From an optimization exercise on the open Yosys and OpenROAD flow, aimed at a short achievable clock period and few clock cycles; shortcuts taken in it are not production practice.
At most, simulation tests tie the RTL to the original design; equivalence was not proved.
Power figures rest on the tool's default switching activity, not on a simulated workload.

the baseline:
==> flow/design.v (excerpt) <==
module a362m (
    input  wire        clk,
    input  wire        rst_n,
    input  wire        cmd_valid,
    input  wire [39:0] cmd_word,
    output reg         cmd_ready,
    output reg         done_valid,
    output reg  [2:0]  done_status,
    output reg  [15:0] rd,
    output reg  [15:0] fx,
    output reg  [15:0] fy,
    output reg  [15:0] fz,
    output reg  [15:0] ft,
    output reg  [63:0] burst_buf,
    output reg  [3:0]  bufn,
    output reg  [7:0]  want,
    output reg  [7:0]  echo,
    output reg  [2:0]  status,
    output reg  [3:0]  err,
    output reg         busy,
    output reg         cs_open,
    output reg         tx_valid,
    output reg  [7:0]  tx_byte,
    input  wire        rx_valid,
    input  wire [7:0]  rx_byte,
    input  wire        bus_fail
);
Size: roughly 2,000 cells after synthesis, roughly 400 flip-flops, ~0.019 mm² of cells after synthesis.
Settings: LEC_CHECK=0, CAP_MARGIN=20, CORE_MARGIN=2, CORE_UTILIZATION=40, PLACE_DENSITY=0.6, SETUP_SLACK_MARGIN=4.5, SLEW_MARGIN=20, SYNTH_HIERARCHICAL=1; clock period 7.0 ns.
run.sh (not shown) runs the stock make flow with config.mk's settings and CLKGATE_MAP_FILE= SYNTH_SCRIPT=/design/flow/synth_recipe.tcl, a recipe that flattens the netlist after the stock synthesis.
The baseline completed; timing, DRC and antenna clean
Testbench counts of the baseline, summed over its fixed seeds: cycles 102,253.
#### Input delta (the candidate over the baseline)
==> flow/flow/run.sh (new file) <==
#!/bin/bash
# Own flow: the standard layout (standard synthesis unchanged), with the
# port buffers made from plain buffers (buf_4) instead of the delay cells
# buffer_ports picks by default, and cell resizing not held to footprints.
set -euo pipefail
bash standard.sh \
  "BUFFER_PORTS_ARGS=-buffer_cell sky130_fd_sc_hd__buf_4" \
  MATCH_CELL_FOOTPRINT=0 \
  finish > flow_make.log 2>&1
==> flow/standard.sh (new file) <==
#!/bin/bash
# synth_recipe.tcl (not shown) runs the flow's synth.tcl, then flattens the netlist and writes it again
# the make line also repeats each setting of config.mk as NAME=value (left out here)
make -C /OpenROAD-flow-scripts/flow DESIGN_CONFIG=/design/flow/config.mk WORK_HOME=/design/flow/orfs CLKGATE_MAP_FILE= SYNTH_SCRIPT=/design/flow/synth_recipe.tcl "${@:-finish}"
removed: flow/run.sh
Notes after the runs:
Having completed the whole flow, the candidate delivered a layout that passed the timing, DRC and antenna checks. Against the baseline, number of placed cells counting well taps in the candidate fell slightly. Against the baseline, the candidate reports a overall routing resource usage that is lower. Row cell area after layout: the candidate lower / the baseline higher. Largest incremental delay on the critical path: the candidate vs the baseline, no meaningful difference. The baseline ended up with input pin to flip-flop as its classification of the worst setup path; the candidate ended up with flip-flop to primary output. The vias after detailed routing number comes out higher for the baseline vs the candidate. Count of routing violations after the opening detailed-route iteration was higher in the run labelled the baseline. The candidate packs its core more loosely than the baseline. Sort the candidate and the baseline by total power, descending, and the candidate comes first.

Setup of v6:
Another version of the RTL of a362m (not shown whole).
Size in the first run: roughly 2000 cells after synthesis, roughly 400 flip-flops, about 240 I/O pins, about 19000 um2 of cells after synthesis.
Settings: LEC_CHECK=0, CAP_MARGIN=20, CORE_MARGIN=2, CORE_UTILIZATION=40, PLACE_DENSITY=0.6, SETUP_SLACK_MARGIN=4.65, SLEW_MARGIN=20, SYNTH_HIERARCHICAL=1; clock period 7.0 ns.
standard.sh (not shown) runs the stock make flow with config.mk's settings and CLKGATE_MAP_FILE= SYNTH_SCRIPT=/design/flow/synth_recipe.tcl, a recipe that flattens the netlist after the stock synthesis.
==> flow/flow/run.sh <==
#!/bin/bash
# Own flow: the standard layout (standard synthesis unchanged), with the
# port buffers made from plain buffers (buf_4) instead of the delay cells
# buffer_ports picks by default, and cell resizing not held to footprints.
set -euo pipefail
bash standard.sh \
  "BUFFER_PORTS_ARGS=-buffer_cell sky130_fd_sc_hd__buf_4" \
  MATCH_CELL_FOOTPRINT=0 \
  finish > flow_make.log 2>&1
What v7 does differently from v6 at the input level:
- SETUP_SLACK_MARGIN: 4.65 -> 4.5
--- outcome ---
v7 reached the final stage; the timing, DRC and antenna checks on its layout passed.
v7 vs v6: register cell area after layout down
First-pass GRT wire length: v7 and v6 compared, higher one is v6
Sequential share of layout area in v7 is 2.6 points higher than in v6
Looking only at number of clock-tree buffers in the layout, and setting everything else aside, the lower value of v7 and v6 goes to v6.
Function was not checked in any run of this note: the RTL went through the layout flow alone.

== the reference run ==
Another version of the RTL of a362m (not shown whole).
For scale: about 1900 cells after synthesis, about 240 I/O pins, about 18000 um^2 of cells after synthesis.
make LEC_CHECK=0 CAP_MARGIN=20 CORE_MARGIN=2 CORE_UTILIZATION=40 PLACE_DENSITY=0.6 SETUP_SLACK_MARGIN=4.5 SLEW_MARGIN=20 SYNTH_HIERARCHICAL=1 finish   # period 7.0 ns
run.sh (not shown) runs the stock make flow with config.mk's settings and CLKGATE_MAP_FILE= SYNTH_SCRIPT=/design/flow/synth_recipe.tcl, a recipe that flattens the netlist after the stock synthesis.
Stock flow here: none of the scripts above is used.
## Diff of input files: the trial run against the reference run
Settings: SYNTH_HIERARCHICAL: 1 -> unset.
Notes after the runs:
- Lower non-clock buffer count in the final layout goes to the reference run over the trial run.
- Worst hold-check slack essentially unchanged between the reference run and the trial run.
- Sort the reference run and the trial run by required time of the critical path desc -> top: the trial run
- Layout overhead on the synthesized area in the trial run is 1.7 points higher than in the reference run
- Of the reference run and the trial run, the reference run shows the lower depth of the critical timing path with buffers and inverters included, with the trial run above it.
- The run with more setup slack is the reference run; the trial run has less.
- Relative to the reference run, the part of the total power dissipated in combinational logic of the trial run is higher by 0.3 points.
- Clock distribution area overhead in the final layout: the trial run vs the reference run — no meaningful difference
- Initial core utilization of the reference run is on par with the trial run.
- The lower total global-route track usage of the reference run and the trial run is in the reference run.
- The trial run vs the reference run: cell area down by a few percent
No functional check of the RTL was part of any run of this note.

Another version of the RTL of a362m (not shown whole).
For scale: roughly 2,000 cells after synthesis, roughly 400 flip-flops, ~240 I/O pins, ~19,000 um2 of cells after synthesis.
// a362m
module a362m (
    input  wire        clk,
    input  wire        rst_n,
    input  wire        cmd_valid,
    input  wire [39:0] cmd_word,
    output reg         cmd_ready,
    output reg         done_valid,
    output reg  [2:0]  done_status,
    output reg  [15:0] rd,
    output reg  [15:0] fx,
    output reg  [15:0] fy,
    output reg  [15:0] fz,
    output reg  [15:0] ft,
    output reg  [63:0] burst_buf,
    output reg  [3:0]  bufn,
    output reg  [7:0]  want,
    output reg  [7:0]  echo,
    output reg  [2:0]  status,
    output reg  [3:0]  err,
    output reg         busy,
    output reg         cs_open,
    output reg         tx_valid,
    output reg  [7:0]  tx_byte,
    input  wire        rx_valid,
    input  wire [7:0]  rx_byte,
    input  wire        bus_fail
);
==> flow/config.mk <==
export PLATFORM = sky130hd
export DESIGN_NAME = a362m
export DESIGN_NICKNAME = a362m
export VERILOG_FILES = /design/flow/design.v
export SDC_FILE = /design/flow/constraint.sdc
export NUM_CORES = 4
export LEC_CHECK = 0
export CAP_MARGIN = 20
export CORE_MARGIN = 2
export CORE_UTILIZATION = 30
export PLACE_DENSITY = 0.6
export SETUP_SLACK_MARGIN = 4.5
export SLEW_MARGIN = 20
export SYNTH_HIERARCHICAL = 1
==> flow/constraint.sdc <==
create_clock -name core_clock -period 7.0 [get_ports {clk}]
set_input_delay 1.4000 -clock core_clock [delete_from_list [all_inputs] [get_ports {clk}]]
set_output_delay 1.4000 -clock core_clock [all_outputs]
set_load 0.01 [all_outputs]
standard.sh (not shown) runs the stock make flow with config.mk's settings and CLKGATE_MAP_FILE= SYNTH_SCRIPT=/design/flow/synth_recipe.tcl, a recipe that flattens the netlist after the stock synthesis.
Scripts as last shown in full above: flow/flow/run.sh
Testbench counts at the start, summed over its fixed seeds: cycles 102,253.
Then changed:
- CORE_UTILIZATION: 30 -> 40
- SETUP_SLACK_MARGIN: 4.5 -> 4.6
After rerunning: The new run went through all stages and came out clean. Sequential power hardly moves. Count of clock-buffer cells in the layout came out lower by 1. Hold slack is worse by 0.0034 ns. Final cell count came out lower by 5.5%. Wire length came out lower by 1.5%. Design area came out higher by 6.1%. Clock skew barely changes. Total power came out lower by 0.68%. Die area came out lower by 25%. Critical path depth stays the same. Fmax came out higher by 2.6%.
Then changed:
- SETUP_SLACK_MARGIN: 4.6 -> 4.7
What happened: Maximum frequency falls by 1.2%; setup slack degrades by 0.029 ns; wire length rises by 5.8%; sequential share of layout area falls by 1.7 points; clock power rises by about 7%; non-clock buffer count rises by 27; core utilization rises by 2.5 points.
Then changed:
- SETUP_SLACK_MARGIN: 4.7 -> 4.8
The new run completed with no timing, DRC or antenna violations.
Area after synthesis stays the same.
Sequential cell count is unchanged.
Die area does not change.
Total power fell by about 1.4%.
Critical path depth stays the same.
Via count climbs by 3.5%.
Then changed:
- SETUP_SLACK_MARGIN: 4.8 -> 4.5
Outcome:
- global-route usage is lower by 1.9 points
- cell count is lower by a few percent
- worst hold slack gets worse by 0.0089 ns
- clock power is lower by a few percent
- maximum frequency is lower slightly
- combinational power is lower by a quarter to a third
- non-clock buffer count is lower by 160
- design area is lower by about a fifth
- die area does not change

== job 6071 ==
a362m, a different RTL version from the one above (not shown whole).
For scale: roughly 1800 cells after synthesis, ~240 I/O pins, roughly 18000 um^2 of cells after synthesis.
Settings: LEC_CHECK=0, CAP_MARGIN=20, CORE_MARGIN=2, CORE_UTILIZATION=40, PLACE_DENSITY=0.6, SETUP_SLACK_MARGIN=4.5, SLEW_MARGIN=20, SYNTH_HIERARCHICAL=1; clock period 7.0 ns.
Scripts as last shown in full above: flow/flow/run.sh
Job 6071 finished all stages; the layout is clean.
Testbench counts of job 6071, summed over its fixed seeds: cycles 102,253.
Here is what was changed in the inputs of job 5350 compared with job 6071.
# job 6071
export LEC_CHECK = 0
export CAP_MARGIN = 20
export CORE_MARGIN = 2
export CORE_UTILIZATION = 40
export PLACE_DENSITY = 0.6
export SETUP_SLACK_MARGIN = 4.5
export SLEW_MARGIN = 20
export SYNTH_HIERARCHICAL = 1
create_clock -name core_clock -period 7.0 [get_ports {clk}]
# job 5350
export LEC_CHECK = 0
export CAP_MARGIN = 20
export CORE_MARGIN = 2
export CORE_UTILIZATION = 55
export PLACE_DENSITY = 0.7
export SETUP_SLACK_MARGIN = 4.5
export SLEW_MARGIN = 20
export SYNTH_HIERARCHICAL = 1
create_clock -name core_clock -period 7.0 [get_ports {clk}]
==> flow/run.sh (new file) <==
#!/bin/bash
# synth_recipe.tcl (not shown) runs the flow's synth.tcl, then flattens the netlist and writes it again
# the make line also repeats each setting of config.mk as NAME=value (left out here)
make -C /OpenROAD-flow-scripts/flow DESIGN_CONFIG=/design/flow/config.mk WORK_HOME=/design/flow/orfs CLKGATE_MAP_FILE= SYNTH_SCRIPT=/design/flow/synth_recipe.tcl finish
removed: flow/flow/run.sh
removed: flow/standard.sh
Notes after the runs:
- Minimum clock period delta (job 6071 -> job 5350): insignificant
- Job 5350 ended with more leakage power than job 6071.
- When the final numbers for job 6071 and job 5350 were put side by side, the effective utilization at floorplan turned out to be greater in job 5350.
- Combinational gate power: job 6071 vs job 5350 — no meaningful difference
- In job 5350 relative to job 6071, cell area reported after detailed placement had gone up slightly.
- Relative to job 6071, area of the die has decreased by 27% in job 5350.
- Relative to job 6071, job 5350 degrades worst slack after detailed placement.
- Re power share of the clock group: job 6071 was higher than job 5350.
- Looking at critical setup path kind, the reg2out result is from job 6071; the in2reg one comes from job 5350.
Inputs modified between job 5350 and job 8008:
# job 5350
export LEC_CHECK = 0
export CAP_MARGIN = 20
export CORE_MARGIN = 2
export CORE_UTILIZATION = 55
export PLACE_DENSITY = 0.7
export SETUP_SLACK_MARGIN = 4.5
export SLEW_MARGIN = 20
export SYNTH_HIERARCHICAL = 1
create_clock -name core_clock -period 7.0 [get_ports {clk}]
# job 8008
export LEC_CHECK = 0
export CAP_MARGIN = 20
export CORE_MARGIN = 2
export CORE_UTILIZATION = 40
export PLACE_DENSITY = 0.6
export SETUP_SLACK_MARGIN = 4.5
export SLEW_MARGIN = 20
export SYNTH_HIERARCHICAL = 1
create_clock -name core_clock -period 7.0 [get_ports {clk}]
Results
On data arrival time of the critical path, the lower figure sits with job 5350, not job 8008.
Of job 5350 and job 8008, the higher transition time at the pin with the least slew margin belongs to job 8008.
Total power of job 8008 is higher than that of job 5350.

Another version of the RTL of a362m (not shown whole).
Size: ~1800 cells after synthesis, about 240 I/O pins, about 18000 sq um of cells after synthesis.
clock: 7.0 ns
lec_check: 0
cap_margin: 20
core_margin: 2
core_utilization: 55
place_density: 0.7
setup_slack_margin: 5
slew_margin: 20
synth_hierarchical: 1
run.sh (not shown) runs the stock make flow with config.mk's settings and CLKGATE_MAP_FILE= SYNTH_SCRIPT=/design/flow/synth_recipe.tcl, a recipe that flattens the netlist after the stock synthesis.
Stock flow here: none of the scripts above is used.
Rerun with:
CORE_UTILIZATION = 40   (was 55)
PLACE_DENSITY = 0.6   (was 0.7)
SETUP_SLACK_MARGIN = 4.5   (was 5)
What happened: Via count falls by 19%; worst setup slack is better by 0.0036 ns; sequential power stays flat; register-to-register slack is better by 0.14 ns; synthesized area does not change; synthesized cell count stays the same; hold slack is worse by 0.023 ns; total power rises by 0.89%.
No run of this note included a check of the RTL's function; only the layout flow was run.

== run a ==
a362m, a different RTL version from the one above (not shown whole).
Size: ~1900 cells after synthesis, roughly 400 flip-flops, about 240 I/O pins, roughly 19000 sq um of cells after synthesis.
==> flow/config.mk <==
export PLATFORM = sky130hd
export DESIGN_NAME = a362m
export DESIGN_NICKNAME = a362m
export VERILOG_FILES = /design/flow/design.v
export SDC_FILE = /design/flow/constraint.sdc
export NUM_CORES = 4
export LEC_CHECK = 0
export CAP_MARGIN = 20
export CORE_MARGIN = 2
export CORE_UTILIZATION = 40
export PLACE_DENSITY = 0.6
export SETUP_SLACK_MARGIN = 4.5
export SLEW_MARGIN = 20
export SYNTH_HIERARCHICAL = 1
==> flow/constraint.sdc <==
create_clock -name core_clock -period 7.0 [get_ports {clk}]
set_input_delay 1.4000 -clock core_clock [delete_from_list [all_inputs] [get_ports {clk}]]
set_output_delay 1.4000 -clock core_clock [all_outputs]
set_load 0.01 [all_outputs]
standard.sh (not shown) runs the stock make flow with config.mk's settings and CLKGATE_MAP_FILE= SYNTH_SCRIPT=/design/flow/synth_recipe.tcl, a recipe that flattens the netlist after the stock synthesis.
==> flow/flow/run.sh <==
#!/bin/bash
# Own flow: the standard layout (standard synthesis unchanged), with the
# port buffers made from plain buffers (buf_4) instead of the delay cells
# buffer_ports picks by default, and cell resizing not held to footprints.
set -euo pipefail
bash standard.sh \
  "BUFFER_PORTS_ARGS=-buffer_cell sky130_fd_sc_hd__buf_4" \
  MATCH_CELL_FOOTPRINT=0 \
  finish > flow_make.log 2>&1
Run a finished end to end and its layout was clean on timing, DRC and antenna.
> inputs changed (run a -> run b)
==> flow/run.sh (new file) <==
#!/bin/bash
# synth_recipe.tcl (not shown) runs the flow's synth.tcl, then flattens the netlist and writes it again
# the make line also repeats each setting of config.mk as NAME=value (left out here)
make -C /OpenROAD-flow-scripts/flow DESIGN_CONFIG=/design/flow/config.mk WORK_HOME=/design/flow/orfs CLKGATE_MAP_FILE= SYNTH_SCRIPT=/design/flow/synth_recipe.tcl finish
removed: flow/flow/run.sh
removed: flow/standard.sh
==> summary.txt <==
Looking at the reports, run b completed the entire flow and the layout it produced met the timing, DRC and antenna checks. Run a: done, clean on timing, DRC and antenna. Looking at path length in cells of the critical path across run b and run a, the one that comes out lower is run a. Run b against run a: post-cts gate resize count higher; number of standard cells in the final layout excluding fillers higher; placed instance area higher; area growth from synthesis to layout higher. The wire length of the first global-routing pass of run b was inferior to that of run a. Run b ends up with a fraction of area in clock buffers and inverters that is 0.25 points higher than in run a. Run b vs run a: count of clock-buffer cells in the layout down by a few percent. Cmp run b and run a / via count / lower: run a. Summary: with run a as the reference, sum of internal, switching and leakage power in run b moved up by a few percent.
Function was not checked in any run of this note: the RTL went through the layout flow alone.

Another version of the RTL of a362m (not shown whole).
For scale: about 1600 cells after synthesis, about 370 flip-flops, roughly 240 I/O pins, about 0.016 mm^2 of cells after synthesis.
make LEC_CHECK=0 CAP_MARGIN=20 CORE_MARGIN=2 CORE_UTILIZATION=40 PLACE_DENSITY=0.6 SLEW_MARGIN=20 finish   # period 7.0 ns
run.sh (not shown) runs the stock make flow with config.mk's settings and CLKGATE_MAP_FILE= SYNTH_SCRIPT=/design/flow/synth_recipe.tcl, a recipe that flattens the netlist after the stock synthesis.
Stock flow here: none of the scripts above is used.
Testbench counts at the start, summed over its fixed seeds: cycles 99,125.
Next try:
Settings changed: SETUP_SLACK_MARGIN set to 4.5.
Final area grows by a few percent.
Synthesized cell count is unchanged.
Hold slack is worse by 0.0043 ns.
Via count grows by a few percent.
Global-route usage grows by 1.8 points.
Area after synthesis does not change.

-- re-timing with driven ports --
Ports are ideal in the flow. The routed layouts listed here were re-timed in OpenROAD. Step 1 (the two cells are an assumption about what drives the block):
set clk [get_ports {clk}]
set_driving_cell -lib_cell sky130_fd_sc_hd__clkbuf_16 $clk
set_driving_cell -lib_cell sky130_fd_sc_hd__buf_2 [delete_from_list [all_inputs] $clk]
Step 2 times the ports against the registers' clock, not the clock port: input delays grow and output delays shrink by t, the midpoint of the rising clock arrivals with the driver on. a / b / c = no drivers / after step 1 / after step 2; a / b = the first two.
run | t, ns | setup slack, ns | hold WS [ns] | worst register clock-pin slew, ns
the baseline | 0.623 | 4.424 / 4.447 / 3.835 | 0.431 / 0.431 / 0.431 | 0.07 / 0.07
the candidate | 0.615 | 4.512 / 4.458 / 3.962 | 0.427 / 0.427 / 0.427 | 0.06 / 0.06
v6 | 0.615 | 4.503 / 4.452 / 3.951 | 0.442 / 0.442 / 0.442 | 0.07 / 0.07
v7 | 0.641 | 4.511 / 4.459 / 3.927 | 0.444 / 0.444 / 0.444 | 0.06 / 0.06
the reference run | 0.611 | 4.407 / 4.353 / 3.865 | 0.442 / 0.442 / 0.442 | 0.06 / 0.06
the trial run | 0.608 | 4.266 / 4.245 / 3.667 | 0.440 / 0.440 / 0.440 | 0.06 / 0.06
the first run of note 4 | 0.617 | 4.494 / 4.439 / 3.977 | 0.451 / 0.451 / 0.451 | 0.06 / 0.06
the second run of note 4 | 0.599 | 4.558 / 4.504 / 4.041 | 0.447 / 0.447 / 0.447 | 0.06 / 0.06
the third run of note 4 | 0.625 | 4.529 / 4.473 / 4.026 | 0.455 / 0.455 / 0.455 | 0.06 / 0.06
the fourth run of note 4 | 0.599 | 4.559 / 4.504 / 3.937 | 0.455 / 0.455 / 0.455 | 0.07 / 0.07
the fifth run of note 4 | 0.592 | 4.516 / 4.463 / 3.991 | 0.446 / 0.446 / 0.446 | 0.07 / 0.07
job 6071 | 0.619 | 4.508 / 4.455 / 3.921 | 0.426 / 0.426 / 0.426 | 0.07 / 0.07
job 5350 | 0.591 | 4.510 / 4.461 / 3.943 | 0.446 / 0.446 / 0.446 | 0.06 / 0.06
job 8008 | 0.633 | 4.519 / 4.465 / 3.924 | 0.441 / 0.441 / 0.441 | 0.07 / 0.07
the first run of note 6 | 0.599 | 4.368 / 4.377 / 3.778 | 0.455 / 0.455 / 0.455 | 0.08 / 0.08
the second run of note 6 | 0.617 | 4.371 / 4.350 / 3.733 | 0.432 / 0.432 / 0.432 | 0.06 / 0.06
run a | 0.623 | 4.499 / 4.461 / 3.894 | 0.445 / 0.445 / 0.445 | 0.07 / 0.07
run b | 0.637 | 4.511 / 4.462 / 3.906 | 0.444 / 0.444 / 0.444 | 0.06 / 0.06
the first run of note 8 | 0.617 | 2.494 / 2.527 / 1.910 | 0.451 / 0.451 / 0.451 | 0.07 / 0.07
the second run of note 8 | 0.629 | 3.761 / 3.767 / 3.138 | 0.447 / 0.447 / 0.447 | 0.07 / 0.07
After both steps setup and hold are still met in every run listed. The setup slack of the second run of note 6, which loses most, moves by -0.021 ns with the drivers and by -0.638 ns with both steps.
